Source: an optimization exercise on an open RTL-to-GDS flow (aim: small area, a short achievable clock period and few clock cycles). Production flows keep margins and buffers that such runs may drop.

## mctp_rx
module mctp_rx (
    input  wire        clk,
    input  wire        rst,             
    input  wire        start_valid,
    output wire        start_ready,
    input  wire [7:0]  cfg_mtu,         
    input  wire        cfg_pec_check,   
    input  wire        in_valid,        
    output wire        in_ready,
    input  wire [7:0]  in_data,
    output reg         out_valid,       
    input  wire        out_ready,
    output reg  [7:0]  out_data,
    output wire        done_valid,      
    input  wire        done_ready,
    output reg  [1:0]  done_status,     
    output reg  [9:0]  done_pkts,       
    output reg  [12:0] done_rx_len,     
    output reg  [12:0] done_raw_len,    
    output reg         done_mic_ok      
);
For scale: about 800 cells after synthesis, about 0.0081 mm2 of cells after synthesis.
==> module mctp_rx, before the edit <==
module mctp_rx (
    input  wire        clk,
    input  wire        rst,             
    input  wire        start_valid,
    output wire        start_ready,
    input  wire [7:0]  cfg_mtu,         
    input  wire        cfg_pec_check,   
    input  wire        in_valid,        
    output wire        in_ready,
    input  wire [7:0]  in_data,
    output reg         out_valid,       
    input  wire        out_ready,
    output reg  [7:0]  out_data,
    output wire        done_valid,      
    input  wire        done_ready,
    output reg  [1:0]  done_status,     
    output reg  [9:0]  done_pkts,       
    output reg  [12:0] done_rx_len,     
    output reg  [12:0] done_raw_len,    
    output reg         done_mic_ok      
);
    localparam [1:0] ST_OK = 2'd0, ST_BADBC = 2'd1, ST_OVF = 2'd2, ST_PEC = 2'd3;
    localparam [7:0]  MIC_X0 = 8'h85;
    localparam [23:0] MIC_HI = 24'h9F9B5C;
    function [7:0] crc8_byte(input [7:0] c, input [7:0] b);
        integer i;
        reg [7:0] x;
        begin
            x = c ^ b;
            for (i = 0; i < 8; i = i + 1)
                x = x[7] ? ((x << 1) ^ 8'h07) : (x << 1);
            crc8_byte = x;
        end
    endfunction
    function [31:0] crc32_byte(input [31:0] c, input [7:0] b);
        integer i;
        reg [31:0] x;
        begin
            x = c ^ {24'd0, b};
            for (i = 0; i < 8; i = i + 1)
                x = x[0] ? ((x >> 1) ^ 32'h82F63B78) : (x >> 1);
            crc32_byte = x;
        end
    endfunction
    reg        s_idle, s_hdr, s_body, s_pec, s_done;
    reg        ir;          
    reg        dv;          
    reg [7:0]  mtu;
    reg        pec_check;
    reg [8:0]  bcm5;        
    reg [7:0]  cnt;         
    reg        eom;
    reg [7:0]  crc8;
    reg [31:0] crc32;
    reg        sk_valid;    
    reg [7:0]  sk_data;
    reg        bc_bad_r;    
    reg        body_ovf_r;  
    reg        next_ovf_r;  
    reg        commit_r;    
    assign start_ready = s_idle;
    assign in_ready    = ir;
    assign done_valid  = dv;
    wire take      = in_valid && ir;
    wire take_hdr  = take && s_hdr;
    wire take_body = take && s_body;
    wire take_pec  = take && s_pec;
    wire hdr_last  = take_hdr && (cnt[2:0] == 3'd0);
    wire hdr_fail  = bc_bad_r || body_ovf_r;
    wire bc_zero   = (bcm5[7:0] == 8'd0);
    wire body_last = take_body && (cnt == 8'd1);
    wire pec_bad   = pec_check && (in_data != crc8);
    wire commit    = take_pec && !pec_bad;
    wire done_fire = dv && done_ready;
    wire start     = s_idle && start_valid;
    wire out_free  = !out_valid || out_ready;
    wire out_fire  = out_valid && out_ready;
    wire s_idle_n = rst || (s_idle && !start_valid) || done_fire;
    wire s_hdr_n  = !rst && (start || (s_hdr && !hdr_last) ||
                             (commit && !eom && !next_ovf_r));
    wire s_body_n = !rst && ((hdr_last && !hdr_fail && !bc_zero) ||
                             (s_body && !body_last));
    wire s_pec_n  = !rst && ((hdr_last && !hdr_fail && bc_zero) || body_last ||
                             (s_pec && !take));
    wire s_done_n = !rst && ((hdr_last && hdr_fail) ||
                             (take_pec && (pec_bad || eom || next_ovf_r)) ||
                             (s_done && !done_fire));
    wire dv_n     = s_done_n && !ov_n && !commit;
    wire ov_n     = !rst && (out_free ? (sk_valid || take_body) : 1'b1);
    wire sk_n     = !rst && !out_free && (sk_valid || take_body);
    wire [7:0] crc8_next = crc8_byte(crc8, in_data);
    wire       mic_match = ((crc32[7:0] ^ out_data) == MIC_X0) && (crc32[31:8] == MIC_HI);
    always @(posedge clk) begin
        s_idle    <= s_idle_n;
        s_hdr     <= s_hdr_n;
        s_body    <= s_body_n;
        s_pec     <= s_pec_n;
        s_done    <= s_done_n;
        ir        <= s_hdr_n || (s_body_n && !sk_n) || s_pec_n;
        dv        <= dv_n;
        commit_r  <= commit && !rst;
        out_valid <= ov_n;
        sk_valid  <= sk_n;
        bc_bad_r   <= bcm5[8] || (bcm5[7:0] > mtu);
        body_ovf_r <= ({1'b0, done_raw_len} + {6'd0, bcm5[7:0]}) > 14'd5111;
        next_ovf_r <= ({1'b0, done_raw_len} + {6'd0, bcm5[7:0]}) > 14'd5103;
        if (out_free) begin
            if (sk_valid)
                out_data <= sk_data;
            else if (take_body)
                out_data <= in_data;
        end else if (take_body) begin
            sk_data <= in_data;
        end
        if (out_fire) begin
            crc32 <= crc32_byte(crc32, out_data);
            if (done_status == ST_OK)
                done_mic_ok <= mic_match;
        end
        if (start) begin
            mtu          <= cfg_mtu;
            pec_check    <= cfg_pec_check;
            done_status  <= ST_OK;
            done_pkts    <= 10'd0;
            done_rx_len  <= 13'd0;
            done_raw_len <= 13'd0;
            done_mic_ok  <= 1'b0;
            crc32        <= 32'hFFFFFFFF;
            crc8         <= 8'd0;
            cnt          <= 8'd7;
        end
        if (take_hdr) begin
            cnt <= cnt - 8'd1;
            if (cnt[2:0] == 3'd5)
                bcm5 <= {1'b0, in_data} - 9'd5;
            if (!cnt[2])
                crc8 <= crc8_next;
            if (cnt[2:0] == 3'd0) begin
                eom <= in_data[6];
                if (hdr_fail) begin
                    done_status <= bc_bad_r ? ST_BADBC : ST_OVF;
                    done_mic_ok <= 1'b0;
                end else begin
                    cnt <= bcm5[7:0];
                end
            end
        end
        if (take_body) begin
            crc8 <= crc8_next;
            cnt  <= cnt - 8'd1;
        end
        if (take_pec) begin
            crc8 <= 8'd0;
            cnt  <= 8'd7;
            if (pec_bad) begin
                done_status <= ST_PEC;
                done_mic_ok <= 1'b0;
            end else if (!eom && next_ovf_r) begin
                done_status <= ST_OVF;
                done_mic_ok <= 1'b0;
            end
        end
        if (commit_r) begin
            done_pkts    <= done_pkts + 10'd1;
            done_rx_len  <= done_rx_len + {5'd0, bcm5[7:0]};
            done_raw_len <= done_raw_len + {5'd0, bcm5[7:0]} + 13'd9;
        end
    end
endmodule
Settings: LEC_CHECK=0, CAP_MARGIN=20, CORE_MARGIN=2, CORE_UTILIZATION=40, SETUP_SLACK_MARGIN=2.8, SLEW_MARGIN=20; clock period 5.0 ns.
run.sh (not shown) runs the stock make flow with config.mk's settings and CLKGATE_MAP_FILE= SYNTH_SCRIPT=/design/flow/synth_recipe.tcl, a recipe that flattens the netlist after the stock synthesis.
==> next run, changes <==
--- a/flow/design.v
+++ b/flow/design.v
@@ -57,7 +57,6 @@
     reg        bc_bad_r;    
     reg        body_ovf_r;  
     reg        next_ovf_r;  
-    reg        commit_r;    
     assign start_ready = s_idle;
     assign in_ready    = ir;
     assign done_valid  = dv;
@@ -85,7 +84,6 @@
     wire s_done_n = !rst && ((hdr_last && hdr_fail) ||
                              (take_pec && (pec_bad || eom || next_ovf_r)) ||
                              (s_done && !done_fire));
-    wire dv_n     = s_done_n && !ov_n && !commit;
     wire ov_n     = !rst && (out_free ? (sk_valid || take_body) : 1'b1);
     wire sk_n     = !rst && !out_free && (sk_valid || take_body);
     wire [7:0] crc8_next = crc8_byte(crc8, in_data);
@@ -97,8 +95,7 @@
         s_pec     <= s_pec_n;
         s_done    <= s_done_n;
         ir        <= s_hdr_n || (s_body_n && !sk_n) || s_pec_n;
-        dv        <= dv_n;
-        commit_r  <= commit && !rst;
+        dv        <= s_done_n && !ov_n;
         out_valid <= ov_n;
         sk_valid  <= sk_n;
         bc_bad_r   <= bcm5[8] || (bcm5[7:0] > mtu);
@@ -155,15 +152,15 @@
             if (pec_bad) begin
                 done_status <= ST_PEC;
                 done_mic_ok <= 1'b0;
-            end else if (!eom && next_ovf_r) begin
-                done_status <= ST_OVF;
-                done_mic_ok <= 1'b0;
+            end else begin
+                done_pkts    <= done_pkts + 10'd1;
+                done_rx_len  <= done_rx_len + {5'd0, bcm5[7:0]};
+                done_raw_len <= done_raw_len + {5'd0, bcm5[7:0]} + 13'd9;
+                if (!eom && next_ovf_r) begin
+                    done_status <= ST_OVF;
+                    done_mic_ok <= 1'b0;
+                end
             end
-        end
-        if (commit_r) begin
-            done_pkts    <= done_pkts + 10'd1;
-            done_rx_len  <= done_rx_len + {5'd0, bcm5[7:0]};
-            done_raw_len <= done_raw_len + {5'd0, bcm5[7:0]} + 13'd9;
         end
     end
 endmodule
=> Setup slack got worse by 0.044 ns; clock-buffer cell count is unchanged; hold slack gets worse by 0.025 ns; via count climbs by roughly a tenth; utilization rises by 5.5 points; routed wire length goes up by a few percent; sequential share of layout area fell by 4.9 points; die area falls by a few percent.
Function was not checked in any run of this note: the RTL went through the layout flow alone.

-- separate check: timing with driven ports --
The results above use ideal ports. As a check the final layouts listed here were re-extracted and re-timed, cells and wires unchanged. Step 1 sets driving cells, clkbuf_16 on the clock port and buf_2 on the other inputs (assumed; they add their load-dependent delay and slew). Step 2, shift: input delay + t, output delay - t, t = (earliest + latest rising clock arrival at the registers) / 2. This alone moves slack from input paths to output paths. Three values: ideal ports, drivers, drivers and shift; two values: the first two.
run	shift t [ns]	slack for setup (ns)	worst slew at a driven data input, ns	pins driven straight from the clock port
the first run	0.465	2.396 / 2.396 / 2.396	0.05	1
the second run	0.471	2.352 / 2.352 / 1.992	0.06	1
After both steps every run listed still meets setup and hold. For the second run, which loses most, drivers alone change the setup slack by 0.000 ns; drivers and shift together by -0.360 ns.
